Context: an optimization exercise on an open-source flow, tuned for a short achievable clock period and few clock cycles. The choices shown serve that exercise and are no tape-out recipe.
Function was checked by simulation only, so behaviour that the tests miss may differ from the original.
Power is estimated from default activity; no workload was simulated.

run B:
Design bcd_clock_core, start of the top module:
module bcd_clock_core (
    input  wire        clk,
    input  wire        rst,         
    input  wire        cmd_valid,
    input  wire [31:0] cmd,
    input  wire [31:0] now,
    output wire        cmd_ready,
    output wire        bus_req,
    output wire        bus_we,
    output wire [7:0]  bus_addr,
    output wire [7:0]  bus_wdata,
    input  wire        bus_done,
    input  wire [7:0]  bus_rdata,
    input  wire        bus_err,
    output wire [3:0]  led_hour,
    output wire [5:0]  led_min,
    output wire [15:0] pwm,
    output wire [15:0] result,
    output wire [7:0]  status
);
    localparam [15:0] PWM_MAX     = 16'd1024;
    localparam        SEC_HALT    = 1'b0;
    localparam [1:0] REG_SEC  = 2'h0;
    localparam [1:0] REG_MIN  = 2'h1;
    localparam [1:0] REG_HOUR = 2'h2;
    localparam [3:0] OP_DEC  = 4'h1, OP_ENC  = 4'h2, OP_TO12 = 4'h3,
                     OP_HLED = 4'h4, OP_MLED = 4'h5, OP_BRT  = 4'h6,
                     OP_DEB  = 4'h7, OP_INCH = 4'h8, OP_INCM = 4'h9,
                     OP_BTNH = 4'hA, OP_BTNM = 4'hB, OP_SYNC = 4'hC,
  ...
export LEC_CHECK = 0
export CAP_MARGIN = 20
export CORE_MARGIN = 2
export CORE_UTILIZATION = 40
export SLEW_MARGIN = 20
create_clock -name core_clock -period 20.0 [get_ports {clk}]
standard.sh (not shown) runs the stock make flow with config.mk's settings and CLKGATE_MAP_FILE= SYNTH_SCRIPT=/design/flow/synth_recipe.tcl, a recipe that flattens the netlist after the stock synthesis.
==> flow/flow/run.sh <==
#!/bin/bash
set -euo pipefail
bash standard.sh \
  SETUP_SLACK_MARGIN=12.5 \
  "BUFFER_PORTS_ARGS=-buffer_cell sky130_fd_sc_hd__buf_4" \
  finish > standard_flow.log 2>&1
Testbench counts of run B, summed over its fixed seeds: cycles 1,058,249.
Inputs modified between run B and run D:
diff --git a/flow/design.v b/flow/design.v
--- a/flow/design.v
+++ b/flow/design.v
@@ -960,34 +960,36 @@
     reg [11:0] step;            
     reg [5:0]  sync_b;          
     reg [5:0]  sync_c;
     reg [3:0]  ref_hour;        
     reg [5:0]  ref_min;         
     reg        ref_min_bad;     
     reg        last_valid;
     reg [31:0] last_ts;
     reg [3:0]  out_hour;
     reg [5:0]  out_min;
     reg [10:0] pwm_r;           
     reg [10:0] result_r;        
+    reg        result_ok;       
+    reg        disp_ok;         
     reg        dom_err, bus_err_f, ill_err, acc;
     assign cmd_ready = ready & ~rst;
     assign bus_req   = req_r;
     assign bus_we    = we_r;
     assign bus_addr  = {6'd0, addr_r};
     assign bus_wdata = {1'b0, wdata_r};
-    assign led_hour  = out_hour;
-    assign led_min   = out_min;
-    assign pwm       = {5'd0, pwm_r};
-    assign result    = {5'd0, result_r};
+    assign led_hour  = out_hour & {4{disp_ok}};
+    assign led_min   = out_min & {6{disp_ok}};
+    assign pwm       = {5'd0, pwm_r & {11{disp_ok}}};
+    assign result    = {5'd0, result_r & {11{result_ok}}};
     assign status    = {3'b000, ~ready, acc, ill_err, bus_err_f, dom_err};
     wire [3:0] op  = cmd[31:28];
     wire [1:0] rsv = cmd[27:26];
     wire [1:0] sel = cmd[25:24];
     wire [7:0] fa  = cmd[23:16];
     wire [7:0] fb  = cmd[15:8];
     wire [7:0] fc  = cmd[7:0];
     wire rsv0   = (rsv == 2'd0);
     wire sel0   = (sel == 2'd0);
     wire selok  = (sel != 2'd3);
     wire ab0    = (cmd[23:8] == 16'd0);
     wire c0     = (fc == 8'd0);
@@ -1012,41 +1014,32 @@
     wire        accept   = !last_valid || !in_window;
     wire c_big = (fc[7:6] != 2'd0) || (fc[5:2] == 4'hF);
     wire b_big = (fb[7:6] != 2'd0) || (fb[5:2] == 4'hF);
     wire [6:0] dec_c   = t_dec({fc[6] & ~sel0, fc[5:0]});
     wire [3:0] to12_c  = (fc[7:5] == 3'd0) ? t_to12(fc[4:0]) : 4'd0;
     wire [4:0] enc12_a = (fa[7:5] == 3'd0) ? t_enc12(fa[4:0]) : 5'd0;
     wire [6:0]  inch_v = t_inch(bus_rdata[5:0]);      
     wire [8:0]  incm_v = t_incm(bus_rdata[6:0]);      
     wire [11:0] sec_v  = t_ref_sec(bus_rdata[6:0]);   
     wire [6:0]  min_v  = t_ref_min(bus_rdata[6:0]);   
     wire take = ready & cmd_valid;
     always @(posedge clk) begin
-        if (rst) begin
-            ready      <= 1'b1;
-            req_r      <= 1'b0;
-            last_valid <= 1'b0;
-            out_hour   <= 4'd0;
-            out_min    <= 6'd0;
-            pwm_r      <= 11'd0;
-            result_r   <= 11'd0;
-            dom_err    <= 1'b0;
-            bus_err_f  <= 1'b0;
-            ill_err    <= 1'b0;
-            acc        <= 1'b0;
-        end else if (ready) begin
+        if (ready) begin
             if (take) begin
                 if (!legal) begin
                     ill_err <= 1'b1;
                 end else begin
+                    if (op == OP_DEC || op == OP_TO12 || op == OP_HLED || op == OP_DEB ||
+                        ((op == OP_ENC || op == OP_MLED || op == OP_BRT) && !c_big))
+                        result_ok <= 1'b1;
                     case (op)
                         OP_DEC:  result_r <= {4'd0, dec_c};
                         OP_ENC:  if (c_big) dom_err <= 1'b1;
                                  else result_r <= {4'd0, t_enc(fc[5:0])};
                         OP_TO12: result_r <= {7'd0, to12_c};
                         OP_HLED: result_r <= {7'd0, to12_c};
                         OP_MLED: if (c_big) dom_err <= 1'b1;
                                  else result_r <= {5'd0, fc[5:0]};
                         OP_BRT:  if (c_big) dom_err <= 1'b1;
                                  else result_r <= t_bright(fc[5:0]);
                         OP_DEB: begin
                             acc      <= accept;
@@ -1164,25 +1157,37 @@
                     step     <= 12'd1 << T_REF_RM;
                 end
                 if (step[T_REF_RM]) begin
                     ref_min     <= min_v[5:0];
                     ref_min_bad <= min_v[6];
                     addr_r      <= REG_SEC;
                     step        <= 12'd1 << T_REF_RS;
                 end
                 if (step[T_REF_RS]) begin
                     if (ref_min_bad || sec_v[11]) begin
                         dom_err <= 1'b1;
                     end else begin
+                        disp_ok  <= 1'b1;
                         out_hour <= ref_hour;
                         out_min  <= ref_min;
                         pwm_r    <= sec_v[10:0];
                     end
                 end
                 if (step[T_INCH_WR] || step[T_INCM_WR] || step[T_SYNC_WS] || step[T_REF_RS]) begin
                     ready <= 1'b1;
                     req_r <= 1'b0;
                 end
             end
         end
+        if (rst) begin
+            ready      <= 1'b1;
+            req_r      <= 1'b0;
+            last_valid <= 1'b0;
+            result_ok  <= 1'b0;
+            disp_ok    <= 1'b0;
+            dom_err    <= 1'b0;
+            bus_err_f  <= 1'b0;
+            ill_err    <= 1'b0;
+            acc        <= 1'b0;
+        end
     end
 endmodule
## What came out
- Worst hold slack deteriorates in run D relative to run B.
- Between run B and run D, final non-filler cell area is lower for run B, run D comes in above that.
- Fraction of the mapped netlist area in compound gates, run B and run D, lower one = run D.
- Per the comparison of run D with run B, sequential group share of total power went down by 1.1 points, wire length of the first global-routing pass comparable.
- Of run D and run B, it is run D that has the higher minimum setup slack in the final design.
- Changes observed in run D relative to run B: average vias per placed instance shows no meaningful change; worst-case vdd ir drop lost 0.0043 mV; power per cell area +2.2 mW/mm^2; via count shows an increase of 213.
Testbench counts of run D, summed over its fixed seeds: cycles 1,058,249.

separate check: timing with driven ports:
The flow's constraints put no driver on any port. The routed layouts listed below were extracted and timed again, unchanged, in two steps. Step 1 sets driving cells, clkbuf_16 on the clock port and buf_2 on the other inputs (assumed; they add their load-dependent delay and slew). Step 2 moves the port delays by t, midway between the first and last clock arrival at a register: inputs arrive t later, outputs are due t later. That takes back most of the time a late clock gives input paths. Three values: no drivers, after step 1, after step 2; two values: the first two.
run | t, ns | setup WS [ns] | hold WS [ns] | latest minus earliest clock arrival (ns) | worst slew at a driven data input, ns
run B | 0.459 | 11.700 / 11.578 / 11.578 | 0.453 / 0.453 / 0.453 | 0.022 / 0.022 | 0.17
run D | 0.466 | 11.712 / 11.667 / 11.667 | 0.404 / 0.404 / 0.404 | 0.021 / 0.020 | 0.08
After both steps setup and hold are still met in every run listed. For run B, which loses most, drivers alone change the setup slack by -0.122 ns; drivers and shift together by -0.122 ns.
